Context: an optimization exercise on an open-source flow, tuned for small area and few clock cycles per item. The choices shown serve that exercise and are no tape-out recipe. Function was checked by simulation only, so behaviour that the tests miss may differ from the original.

Setup of build 38:
Design magenta_core, start of the top module:
module magenta_core (
    input  wire         clk,
    input  wire         rst,         
    input  wire         start,       
    input  wire         decrypt,     
    input  wire [1:0]   ksize,       
    input  wire [255:0] key,         
    input  wire [127:0] din,         
    output wire         ready,
    output wire         done,
    output wire [127:0] dout
);
clock: 20.0 ns
lec_check: 0
cap_margin: 20
cell_pad_in_sites_detail_placement: 0
cell_pad_in_sites_global_placement: 0
core_margin: 2
core_utilization: 45
slew_margin: 20
standard.sh (not shown) runs the stock make flow with config.mk's settings and CLKGATE_MAP_FILE= SYNTH_SCRIPT=/design/flow/synth_recipe.tcl, a recipe that flattens the netlist after the stock synthesis.
==> flow/flow/run.sh <==
#!/bin/bash
# Layout flow: the standard flow, except for three settings.
#  - Synthesis maps the logic with an area-oriented ABC script
#    (flow/abc.script) and without Yosys's adder extraction.
#  - Port buffers use the smallest buffer cell.
#  - Clock tree: larger sink clusters and no dummy loads, for fewer buffers.
# Everything else is the standard flow unchanged.
set -euo pipefail
W=$PWD
rm -rf "$W/scripts_mod"
cp -r "$FLOW_HOME/scripts" "$W/scripts_mod"
cp "$W/flow/abc.script" "$W/scripts_mod/abc_speed.script"
cp "$W/flow/abc.script" "$W/scripts_mod/abc_area.script"
SCRIPTS_DIR="$W/scripts_mod" ADDER_MAP_FILE= bash "$W/standard.sh" synth > "$W/flow_synth.log" 2>&1
BUFFER_PORTS_ARGS="-buffer_cell sky130_fd_sc_hd__buf_1" \
CTS_ARGS="-sink_clustering_enable -repair_clock_nets -sink_clustering_size 16 -sink_clustering_max_diameter 80 -dont_use_dummy_load -buf_list sky130_fd_sc_hd__clkbuf_8 -root_buf sky130_fd_sc_hd__clkbuf_16" \
  bash "$W/standard.sh" > "$W/flow_layout.log" 2>&1
==> flow/flow/abc.script <==
strash
&get -n
&deepsyn -T 120
&put
dch -f
amap
topo
stime -c
Testbench counts of build 38, summed over its fixed seeds: cycles 20,924, items 512.
diff inputs: build 38 => build 72
Settings: a change of CORE_UTILIZATION from 45 to 55.
-- flow/flow/run.sh --
<<< build 38, line 16
CTS_ARGS="-sink_clustering_enable -repair_clock_nets -sink_clustering_size 16 -sink_clustering_max_diameter 80 -dont_use_dummy_load -buf_list sky130_fd_sc_hd__clkbuf_8 -root_buf sky130_fd_sc_hd__clkbuf_16" \
>>> build 72, line 16
CTS_ARGS="-sink_clustering_enable -repair_clock_nets -sink_clustering_size 20 -sink_clustering_max_diameter 100 -dont_use_dummy_load" \
==> comparison <==
Build 72: flow completed, timing, DRC and antenna clean
Per the comparison of build 72 with build 38, final area fell by 0.46%, die outline width lost 9.4%.
Diff build 38 -> build 72 | worst setup slack | decrease of 230 ps
Diff build 38 -> build 72: worst-case setup slack after placement -52 ps.
Setup changes, build 72 to build 92
Settings: CORE_UTILIZATION now 45, was 55.
-- flow/flow/run.sh --
<<< build 72, line 6
#  - Clock tree: larger sink clusters and no dummy loads, for fewer buffers.
>>> build 92, line 6
#  - Clock tree: larger sink clusters, clkbuf_8 buffers below the root and
#    no dummy loads, for less buffer area.
<<< build 72, line 16
CTS_ARGS="-sink_clustering_enable -repair_clock_nets -sink_clustering_size 20 -sink_clustering_max_diameter 100 -dont_use_dummy_load" \
>>> build 92, line 17
CTS_ARGS="-sink_clustering_enable -repair_clock_nets -sink_clustering_size 16 -sink_clustering_max_diameter 80 -dont_use_dummy_load -buf_list sky130_fd_sc_hd__clkbuf_8 -root_buf sky130_fd_sc_hd__clkbuf_16" \
==> summary.txt <==
[build 92] least setup slack across all paths after layout rose 230 ps relative to build 72. Sequential share of layout area of build 92 is on par with build 72. Build 92 against build 72: clock-cell share of area lost 0.43 points.
Here is what was changed in the inputs of build 61 compared with build 92.
-- flow/flow/run.sh --
<<< build 92, line 6
#  - Clock tree: larger sink clusters, clkbuf_8 buffers below the root and
#    no dummy loads, for less buffer area.
>>> build 61, line 6
#  - Clock tree: larger sink clusters and no dummy loads, for fewer buffers.
<<< build 92, line 17
CTS_ARGS="-sink_clustering_enable -repair_clock_nets -sink_clustering_size 16 -sink_clustering_max_diameter 80 -dont_use_dummy_load -buf_list sky130_fd_sc_hd__clkbuf_8 -root_buf sky130_fd_sc_hd__clkbuf_16" \
>>> build 61, line 16
CTS_ARGS="-sink_clustering_enable -repair_clock_nets -sink_clustering_size 20 -sink_clustering_max_diameter 100 -dont_use_dummy_load" \
[summary]
Having completed the whole flow, build 61 delivered a layout that passed the timing, design-rule and antenna checks. Status: via count parity (build 92, build 61). Sequential share of layout area delta (build 61 -> build 92): insignificant. Build 61 — post-CTS clock slew at the launch and capture registers of the worst setup and hold paths 40 ps lower, build 92 as reference. There was hardly any difference in routed wire length between build 92 and build 61.

---

The RTL this note starts from:
==> flow/design.v <==
module magenta_sbox (
    input  wire [7:0] x,
    output wire [7:0] y
);
    function [7:0] xtime;
        input [7:0] v;
        begin
            xtime = {v[6:0], 1'b0} ^ (v[7] ? 8'h65 : 8'h00);
        end
    endfunction
    wire [4:0] h = x[7:3];
    wire [7:0] base;
    assign base[0] = 32'h728f092f >> h;
    assign base[1] = 32'h2236e2cc >> h;
    assign base[2] = 32'hc4c1a29a >> h;
    assign base[3] = 32'h85cf5f1c >> h;
    assign base[4] = 32'ha3c24bc8 >> h;
    assign base[5] = 32'hff37ba02 >> h;
    assign base[6] = 32'hc313068a >> h;
    assign base[7] = 32'h6a173d7c >> h;
    wire [7:0] m4 = x[2] ? xtime(xtime(xtime(xtime(base)))) : base;
    wire [7:0] m2 = x[1] ? xtime(xtime(m4)) : m4;
    wire [7:0] m1 = x[0] ? xtime(m2) : m2;
    assign y = (x == 8'hff) ? 8'h00 : m1;
endmodule
module magenta_pi (
    input  wire [127:0] x,
    output wire [127:0] y
);
    wire [127:0] sx;
    wire [127:0] ax;
    genvar j, i;
    generate
        for (j = 0; j < 16; j = j + 1) begin : g_s1
            magenta_sbox u_s1 (.x(x[127-8*j -: 8]), .y(sx[127-8*j -: 8]));
        end
        for (i = 0; i < 8; i = i + 1) begin : g_pair
            assign ax[127-16*i -: 8]     = x[127-8*i -: 8]     ^ sx[127-8*(i+8) -: 8];
            assign ax[127-16*i-8 -: 8]   = x[127-8*(i+8) -: 8] ^ sx[127-8*i -: 8];
        end
        for (j = 0; j < 16; j = j + 1) begin : g_s2
            magenta_sbox u_s2 (.x(ax[127-8*j -: 8]), .y(y[127-8*j -: 8]));
        end
    endgenerate
endmodule
module magenta_core (
    input  wire         clk,
    input  wire         rst,         
    input  wire         start,       
    input  wire         decrypt,     
    input  wire [1:0]   ksize,       
    input  wire [255:0] key,         
    input  wire [127:0] din,         
    output wire         ready,
    output wire         done,
    output wire [127:0] dout
);
    reg         busy;
    reg         done_r;
    reg [2:0]   round;       
    reg [2:0]   step;        
    reg         swap;        
    reg [1:0]   ksize_r;
    reg [255:0] key_r;
    reg [63:0]  h0, h1;      
    reg [127:0] c;           
    function [1:0] sched;
        input [1:0] ks;
        input [2:0] r;
        begin
            case (ks)
                2'd0:    sched = (r == 3'd2 || r == 3'd3) ? 2'd1 : 2'd0;
                2'd1:    case (r)
                             3'd1, 3'd4: sched = 2'd1;
                             3'd2, 3'd3: sched = 2'd2;
                             default:    sched = 2'd0;
                         endcase
                default: case (r)
                             3'd1, 3'd6: sched = 2'd1;
                             3'd2, 3'd5: sched = 2'd2;
                             3'd3, 3'd4: sched = 2'd3;
                             default:    sched = 2'd0;
                         endcase
            endcase
        end
    endfunction
    function [127:0] split;
        input [127:0] v;
        integer k;
        begin
            for (k = 0; k < 8; k = k + 1) begin
                split[127-8*k -: 8] = v[127-16*k -: 8];
                split[63-8*k -: 8]  = v[127-16*k-8 -: 8];
            end
        end
    endfunction
    wire [2:0] last_round = (ksize_r == 2'd2) ? 3'd7 : 3'd5;
    wire last_step = (step == 3'd5);
    wire next_t    = step[0];        
    wire last_blk  = busy && last_step && (round == last_round);
    wire [1:0] sk_sel = last_step ? sched(ksize_r, round + 3'd1)
                                  : sched(ksize_r, round);
    reg [63:0] subkey;
    always @(*) begin
        case (sk_sel)
            2'd0: subkey = key_r[255:192];
            2'd1: subkey = key_r[191:128];
            2'd2: subkey = key_r[127:64];
            default: subkey = key_r[63:0];
        endcase
    end
    wire [127:0] pi_mid, pi_out;
    magenta_pi u_pi0 (.x(c),      .y(pi_mid));
    magenta_pi u_pi1 (.x(pi_mid), .y(pi_out));
    wire [127:0] ps = split(pi_out);
    wire [63:0]  hsel   = (last_step ? swap : !swap) ? h1 : h0;
    wire [63:0]  new_hi = hsel ^ ps[127:64];
    wire [63:0]  new_lo = subkey ^ (last_step ? 64'd0 : ps[63:0]);
    wire accept = start && !busy;
    always @(posedge clk) begin
        if (accept)
            c <= {decrypt ? din[127:64] : din[63:0], key[255:192]};
        else if (next_t)
            c <= {new_hi, new_lo};
        else
            c <= pi_out;
        if (accept) begin
            key_r   <= key;
            ksize_r <= ksize;
        end
        if (accept || (busy && last_step && !swap))
            h0 <= accept ? din[127:64] : new_hi;
        if (accept || (busy && last_step && swap))
            h1 <= accept ? din[63:0] : new_hi;
    end
    always @(posedge clk) begin
        if (rst) begin
            busy   <= 1'b0;
            done_r <= 1'b0;
        end else begin
            done_r <= last_blk;
            if (accept)
                busy <= 1'b1;
            else if (last_blk)
                busy <= 1'b0;
        end
    end
    always @(posedge clk) begin
        if (accept) begin
            round <= 3'd0;
            step  <= 3'd0;
            swap  <= decrypt;
        end else if (busy) begin
            step <= last_step ? 3'd0 : step + 3'd1;
            if (last_step) begin
                round <= round + 3'd1;
                swap  <= ~swap;
            end
        end
    end
    assign ready = !busy;
    assign done  = done_r;
    assign dout  = {h0, h1};
endmodule
clock: 20.0 ns
lec_check: 0
cap_margin: 20
cell_pad_in_sites_detail_placement: 1
cell_pad_in_sites_global_placement: 1
core_margin: 2
core_utilization: 35
slew_margin: 20
==> flow/flow/run.sh <==
#!/bin/bash
# Layout flow: the standard flow, except for three settings.
#  - Synthesis maps the logic with an area-oriented ABC script
#    (flow/abc.script) and without Yosys's adder extraction.
#  - Port buffers use the smallest buffer cell.
#  - Clock tree: larger sink clusters and no dummy loads, for fewer buffers.
# Everything else is the standard flow unchanged.
set -euo pipefail
W=$PWD
rm -rf "$W/scripts_mod"
cp -r "$FLOW_HOME/scripts" "$W/scripts_mod"
cp "$W/flow/abc.script" "$W/scripts_mod/abc_speed.script"
cp "$W/flow/abc.script" "$W/scripts_mod/abc_area.script"
SCRIPTS_DIR="$W/scripts_mod" ADDER_MAP_FILE= bash "$W/standard.sh" synth > "$W/flow_synth.log" 2>&1
BUFFER_PORTS_ARGS="-buffer_cell sky130_fd_sc_hd__buf_1" \
CTS_ARGS="-sink_clustering_enable -repair_clock_nets -sink_clustering_size 20 -sink_clustering_max_diameter 100 -dont_use_dummy_load" \
  bash "$W/standard.sh" > "$W/flow_layout.log" 2>&1
Scripts as last shown in full above: flow/flow/abc.script
Testbench counts at the start, summed over its fixed seeds: cycles 20,924, items 512.
Next try:
==> flow/flow/run.sh (replaced) <==
#!/bin/bash
# Layout flow: the standard flow, except that synthesis maps the logic with
# an area-oriented ABC script (flow/abc.script) and without Yosys's adder
# extraction. Everything after synthesis is the standard flow unchanged.
set -euo pipefail
W=$PWD
rm -rf "$W/scripts_mod"
cp -r "$FLOW_HOME/scripts" "$W/scripts_mod"
cp "$W/flow/abc.script" "$W/scripts_mod/abc_speed.script"
cp "$W/flow/abc.script" "$W/scripts_mod/abc_area.script"
SCRIPTS_DIR="$W/scripts_mod" ADDER_MAP_FILE= bash "$W/standard.sh" synth > "$W/flow_synth.log" 2>&1
# Port buffers: the smallest buffer cell rather than the resizer's default pick.
BUFFER_PORTS_ARGS="-buffer_cell sky130_fd_sc_hd__buf_1" bash "$W/standard.sh" > "$W/flow_layout.log" 2>&1
==> flow/flow/abc.script (replaced) <==
strash
dch
amap
topo
stime -c
After rerunning: Fmax rises by 1.6%. Worst setup slack improved by 290 ps. Cell area goes up by 2.7%. Routed wire length decreases by 1.1%. Non-clock buffer count came out lower by 37. Global-route usage fell by 1.2 points. Worst hold slack is better by 34 ps.

---

RTL: the design.v shown in full above, as it stands there.
clock: 20.0 ns
lec_check: 0
cap_margin: 20
cell_pad_in_sites_detail_placement: 1
cell_pad_in_sites_global_placement: 1
core_margin: 2
core_utilization: 35
slew_margin: 20
==> flow/flow/run.sh <==
#!/bin/bash
# Layout flow: the standard flow, except for three settings.
#  - Synthesis maps the logic with an area-oriented ABC script
#    (flow/abc.script) and without Yosys's adder extraction.
#  - Port buffers use the smallest buffer cell.
#  - Clock tree: larger sink clusters and no dummy loads, for fewer buffers.
# Everything else is the standard flow unchanged.
set -euo pipefail
W=$PWD
rm -rf "$W/scripts_mod"
cp -r "$FLOW_HOME/scripts" "$W/scripts_mod"
cp "$W/flow/abc.script" "$W/scripts_mod/abc_speed.script"
cp "$W/flow/abc.script" "$W/scripts_mod/abc_area.script"
SCRIPTS_DIR="$W/scripts_mod" ADDER_MAP_FILE= bash "$W/standard.sh" synth > "$W/flow_synth.log" 2>&1
BUFFER_PORTS_ARGS="-buffer_cell sky130_fd_sc_hd__buf_1" \
CTS_ARGS="-sink_clustering_enable -repair_clock_nets -sink_clustering_size 30 -sink_clustering_max_diameter 70 -dont_use_dummy_load" \
  bash "$W/standard.sh" > "$W/flow_layout.log" 2>&1
==> flow/flow/abc.script <==
strash
&get -n
&deepsyn -T 120
&put
dch -f
amap
topo
stime -c
The first run completed with no timing, DRC or antenna violations.
Testbench counts at the start, summed over its fixed seeds: cycles 20,924, items 512.
Edit:
==> flow/flow/run.sh (replaced) <==
#!/bin/bash
# Layout flow: the standard flow, except that synthesis maps the logic with
# an area-oriented ABC script (flow/abc.script) and without Yosys's adder
# extraction. Everything after synthesis is the standard flow unchanged.
set -euo pipefail
W=$PWD
rm -rf "$W/scripts_mod"
cp -r "$FLOW_HOME/scripts" "$W/scripts_mod"
cp "$W/flow/abc.script" "$W/scripts_mod/abc_speed.script"
cp "$W/flow/abc.script" "$W/scripts_mod/abc_area.script"
SCRIPTS_DIR="$W/scripts_mod" ADDER_MAP_FILE= bash "$W/standard.sh" synth > "$W/flow_synth.log" 2>&1
# Port buffers: the smallest buffer cell rather than the resizer's default pick.
BUFFER_PORTS_ARGS="-buffer_cell sky130_fd_sc_hd__buf_1" bash "$W/standard.sh" > "$W/flow_layout.log" 2>&1
==> flow/flow/abc.script (replaced) <==
strash
dch -f
amap
topo
stime -c
- CTS_BUF_LIST: default -> sky130_fd_sc_hd__clkbuf_4 sky130_fd_sc_hd__clkbuf_8
Effect: The new run produced a clean layout. Synthesized area goes up by 3.0%. Global-route usage goes down by 0.86 points. Via count goes up by 4.4%. First-iteration DRC count stays flat. Worst hold slack is better by 0.032 ns.
Edit:
==> flow/flow/run.sh (replaced) <==
#!/bin/bash
# Layout flow: the standard flow, except for three settings.
#  - Synthesis maps the logic with an area-oriented ABC script
#    (flow/abc.script) and without Yosys's adder extraction.
#  - Port buffers use the smallest buffer cell.
#  - Clock tree: larger sink clusters and no dummy loads, for fewer buffers.
# Everything else is the standard flow unchanged.
set -euo pipefail
W=$PWD
rm -rf "$W/scripts_mod"
cp -r "$FLOW_HOME/scripts" "$W/scripts_mod"
cp "$W/flow/abc.script" "$W/scripts_mod/abc_speed.script"
cp "$W/flow/abc.script" "$W/scripts_mod/abc_area.script"
SCRIPTS_DIR="$W/scripts_mod" ADDER_MAP_FILE= bash "$W/standard.sh" synth > "$W/flow_synth.log" 2>&1
BUFFER_PORTS_ARGS="-buffer_cell sky130_fd_sc_hd__buf_1" \
CTS_ARGS="-sink_clustering_enable -repair_clock_nets -sink_clustering_size 20 -sink_clustering_max_diameter 100 -dont_use_dummy_load" \
  bash "$W/standard.sh" > "$W/flow_layout.log" 2>&1
==> flow/flow/abc.script (replaced) <==
strash
&get -n
&deepsyn -T 120
&put
dch -f
amap
topo
stime -c
- CELL_PAD_IN_SITES_DETAIL_PLACEMENT: 1 -> 0
- CELL_PAD_IN_SITES_GLOBAL_PLACEMENT: 1 -> 0
- CORE_UTILIZATION: 35 -> 45
- CTS_BUF_LIST: sky130_fd_sc_hd__clkbuf_4 sky130_fd_sc_hd__clkbuf_8 -> default
After rerunning:
- global-route usage climbs by 2.6 points
- setup slack improved by 0.029 ns
- worst hold slack is about the same
- cell count drops by about 8%
- routed wire length drops by 17%
- final area drops by about 5.4%
- synthesized area drops by 2.9%
- fmax hardly moves
- count of clock-buffer cells in the layout drops by 111

[separate check: timing with driven ports]
How much do the figures lean on ideal ports? The routed layouts below were timed once more, with nothing changed but the port constraints.
Step 1 assumes that a clkbuf_16 drives the clock port and a buf_2 every other input.
Step 2 adds t to the input delays and takes it off the output delays; t is the mean of the earliest and latest rising clock arrival at the registers after step 1. Input paths then give back, and output paths get back, about the clock's delay inside the block.
a / b / c = ideal ports / drivers / drivers and shift; a / b = the first two.
run	shift t [ns]	setup slack, ns	worst slew at a driven data input, ns
build 38	0.702	1.703 / 1.703 / 1.703	0.16
build 72	0.704	1.476 / 1.476 / 1.476	0.21
build 92	0.702	1.703 / 1.703 / 1.703	0.16
build 61	0.724	1.792 / 1.792 / 1.792	0.16
the first run of note 2	0.764	1.667 / 1.667 / 1.667	0.28
the second run of note 2	0.797	1.956 / 1.956 / 1.956	0.09
the first run of note 3	0.770	1.617 / 1.617 / 1.617	0.27
the second run of note 3	0.967	1.736 / 1.736 / 1.736	0.26
the third run of note 3	0.722	1.765 / 1.765 / 1.765	0.27
After both steps setup and hold are still met in every run listed.
